What follows belongs to an exercise in optimizing a design on an open flow for small area, a short achievable clock period and few clock cycles; a production flow would make more cautious choices. Only simulation tests tie the RTL to the original design; equivalence was not proved.

## rev 12
// mini_aes_core
module mini_aes_core (
    input  wire        clk,
    input  wire        rst,           
    input  wire        bus_we,
    input  wire [9:0]  bus_addr,
    input  wire [15:0] bus_wdata,
    output reg  [15:0] bus_rdata,
    input  wire [15:0] rng            
);
    localparam DEPTH = 32;
    localparam [3:0] ERR_NONE    = 4'd0;
    localparam [3:0] ERR_ALIGN   = 4'd2;
    localparam [3:0] ERR_ILLEGAL = 4'd3;
    localparam [3:0] OP_NOP    = 4'h0, OP_GFMUL  = 4'h1, OP_SUBNIB = 4'h2,
                     OP_ISUB   = 4'h3, OP_SHROWS = 4'h4, OP_MIXCOL = 4'h5,
                     OP_IMIX   = 4'h6, OP_ADDRK  = 4'h7, OP_KEYEXP = 4'h8,
                     OP_ENC    = 4'h9, OP_DEC    = 4'hA, OP_ECBENC = 4'hB,
                     OP_ECBDEC = 4'hC, OP_CBCENC = 4'hD, OP_CBCDEC = 4'hE;
    function [3:0] sbox;
        input [3:0] x;
        reg [15:0] m;
        integer j;
        begin
            for (j = 0; j < 16; j = j + 1) m[j] = (x == j);
            sbox[0] = m[2] | m[3] | m[5] | m[6] | m[8] | m[12] | m[13] | m[15];
            sbox[1] = m[0] | m[4] | m[5] | m[6] | m[8] | m[9] | m[10] | m[15];
            sbox[2] = m[0] | m[1] | m[2] | m[5] | m[10] | m[11] | m[12] | m[15];
            sbox[3] = m[0] | m[2] | m[5] | m[6] | m[7] | m[9] | m[11] | m[13];
        end
    endfunction
    function [3:0] inv_sbox;
        input [3:0] x;
        reg [15:0] m;
        integer j;
        begin
            for (j = 0; j < 16; j = j + 1) m[j] = (x == j);
  ...
For scale: roughly 1300 flip-flops.
==> flow/config.mk <==
export PLATFORM = sky130hd
export DESIGN_NAME = mini_aes_core
export DESIGN_NICKNAME = mini_aes_core
export VERILOG_FILES = /design/flow/design.v
export SDC_FILE = /design/flow/constraint.sdc
export NUM_CORES = 4
export LEC_CHECK = 0
export ABC_AREA = 1
export CAP_MARGIN = 20
export CORE_MARGIN = 2
export CORE_UTILIZATION = 62
export SETUP_SLACK_MARGIN = 3.8
export SLEW_MARGIN = 20
export SYNTH_MEMORY_MAX_BITS = 4096
export TNS_END_PERCENT = 5
==> flow/constraint.sdc <==
create_clock -name core_clock -period 6.0 [get_ports {clk}]
set_input_delay 1.2000 -clock core_clock [delete_from_list [all_inputs] [get_ports {clk}]]
set_output_delay 1.2000 -clock core_clock [all_outputs]
set_load 0.01 [all_outputs]
run.sh (not shown) runs the stock make flow with config.mk's settings and CLKGATE_MAP_FILE= SYNTH_SCRIPT=/design/flow/synth_recipe.tcl, a recipe that flattens the netlist after the stock synthesis.
Rev 12 finished every stage and its layout cleared the timing, design-rule and antenna checks.
Testbench counts of rev 12, summed over its fixed seeds: cycles 14,684.
Input changes introduced in rev 13 (baseline for comparison: rev 12):
diff --git a/flow/design.v b/flow/design.v
--- a/flow/design.v
+++ b/flow/design.v
@@ -95,14 +95,12 @@
     reg  [15:0] in_w  [0:DEPTH-1];
     reg  [15:0] out_w [0:DEPTH-1];
     reg         st_dec;               
     reg         st_run;               
     reg  [5:0]  rd_q;                 
     reg  [4:0]  wo_q;                 
-    reg         ow_q;                 
-    reg  [15:0] res_q;                
     reg  [4:0]  lastw_q;              
     reg  [15:0] ks_q;                 
     reg  [15:0] a_q;                  
     reg         a_v;
     reg  [15:0] r1e_q, r1d_q;         
     reg  [15:0] xk_q;                 
@@ -193,21 +191,22 @@
         out_rd = 16'h0000;
         for (k = 0; k < DEPTH; k = k + 1) begin
             in_rd  = in_rd  | (in_w[k]  & {16{(a_sel[k] && !busy_q) || (rd_sel[k] && busy_q)}});
             out_rd = out_rd | (out_w[k] & {16{a_sel[k]}});
         end
     end
-    wire        out_req = (st_dec && f_ivw) || (v1 && !f_sgl);
+    wire        out_we  = (st_dec && f_ivw) || (v1 && !f_sgl);
     wire [31:0] out_sel = 32'd1 << wo_q;
     wire [15:0] st2;
+    wire [15:0] out_val = st_dec ? chain_q : st2;
     genvar g;
     generate
         for (g = 0; g < DEPTH; g = g + 1) begin : g_buf
             always @(posedge clk) begin
                 if (host_wr && rg_in && a_sel[g]) in_w[g] <= bus_wdata;
-                if (ow_q && out_sel[g]) out_w[g] <= res_q;
+                if (out_we && out_sel[g]) out_w[g] <= out_val;
             end
         end
     endgenerate
     wire [15:0] x1 = (a_q & {16{f_am}}) ^ xk_q;
     assign sx1  = sub_nib(x1);
     assign isx1 = inv_sub_nib(shift_rows(x1));
@@ -218,18 +217,17 @@
     assign st2 = f_dec ? d2 : e2;
     wire        w_sub = (wop == OP_SUBNIB) || (wop == OP_ISUB);
     wire [15:0] c_in  = (w_sgl || w_sub) ? din_q : bus_wdata[8] ? rng : iv_q;
     wire fire1  = a_v && (st_run || (st_dec && f_goenc)) && !(f_cbce && v1);
     wire more   = (rd_q != n_rd);
     wire load_a = more && (!a_v || fire1 || (st_dec && f_cbcd));
-    wire last2  = f_sgl ? v1 : (ow_q && (wo_q == lastw_q));
+    wire last2  = v1 && (f_sgl || (wo_q == lastw_q));
     always @(posedge clk) begin
         r1e_q <= e1;
         r1d_q <= d1;
         p1_q  <= chain_q;
-        res_q <= st_dec ? chain_q : st2;
         ks_q <= {kx4, kx5};
         if (!busy_q || load_a) a_q <= in_rd;
     end
     reg [15:0] reg_val;
     always @(*) begin
         case (bus_addr[4:0])
@@ -270,13 +268,12 @@
             dout_q  <= 16'h0000;
             for (i = 0; i < 8; i = i + 1) w_q[i] <= 8'h00;
             st_dec  <= 1'b0;
             st_run  <= 1'b0;
             rd_q    <= 6'd1;
             wo_q    <= 5'd0;
-            ow_q    <= 1'b0;
             lastw_q <= 5'd0;
             a_v     <= 1'b0;
             v1      <= 1'b0;
             chain_q <= 16'h0000;
             xk_q    <= 16'h0000;
             f_ill   <= 1'b0;
@@ -292,13 +289,12 @@
             f_cm    <= 1'b0;
         end else if (!busy_q) begin
             a_v  <= 1'b1;
             v1   <= 1'b0;
             rd_q <= 6'd1;
             wo_q <= 5'd0;
-            ow_q <= 1'b0;
             if (host_wr) begin
                 case (bus_addr)
                     10'h000: begin
                         cmd_q   <= bus_wdata;
                         busy_q  <= 1'b1;
                         done_q  <= 1'b0;
@@ -348,14 +344,13 @@
                 a_v  <= 1'b1;
                 rd_q <= rd_q + 6'd1;
                 if (f_cbcd) chain_q <= a_q;
             end else if (fire1) begin
                 a_v  <= 1'b0;
             end
-            ow_q <= out_req;
-            if (ow_q) wo_q <= wo_q + 5'd1;
+            if (out_we) wo_q <= wo_q + 5'd1;
             v1 <= fire1;
             if (v1) begin
                 if (f_cbce) begin
                     chain_q <= st2;
                     xk_q    <= st2 ^ key_q;
                 end
- What ended rev 13 was a tool error in global routing; the run never finished.
- Diff rev 12 -> rev 13: number of cells after detailed placement picked up an extra about 2.2%, share of the synthesized area in compound gates (AO/OA/AOI/OAI) about even.
- Compared to rev 12, rev 13 has mean area per synthesized cell about 1% lower.
- [rev 13 vs rev 12] placed standard-cell area: higher in rev 13
- Going from rev 12 to rev 13, fraction of the mapped netlist area in simple logic gates grows by 1.1 points.
- In rev 13, the number of sinks on the clock net came out about 1.3% below the value in rev 12.
- Share of the synthesized netlist area taken by xor and xnor gates: rev 13 and rev 12 compared, lower one is rev 13
- Rev 12 → rev 13: worst setup slack after placement now smaller; total standard cell area after synthesis now larger.
- The number of instances in the synthesized netlist of rev 13 is higher than that of rev 12.
- Part of the Yosys area used for sequential elements, rev 13 and rev 12, higher one = rev 12.
Testbench counts of rev 13, summed over its fixed seeds: cycles 14,446.

port drivers added, routing unchanged:
Ports are ideal in the flow. The routed layout listed here was re-timed in OpenROAD.
Step 1, drivers: a clkbuf_16 drives clk and a buf_2 each remaining input, both assumed.
Step 2 times the ports against the registers' clock, not the clock port: input delays grow and output delays shrink by t, the midpoint of the rising clock arrivals with the driver on.
a / b / c = no drivers / after step 1 / after step 2; a / b = the first two.
run: rev 12
t (ns): 0.873
setup slack, ns: 2.396 / 2.375 / 1.502
clock arrival spread, ns: 0.054 / 0.054
After both steps rev 12 still meets setup and hold. For rev 12, drivers alone change the setup slack by -0.021 ns; drivers and shift together by -0.894 ns.
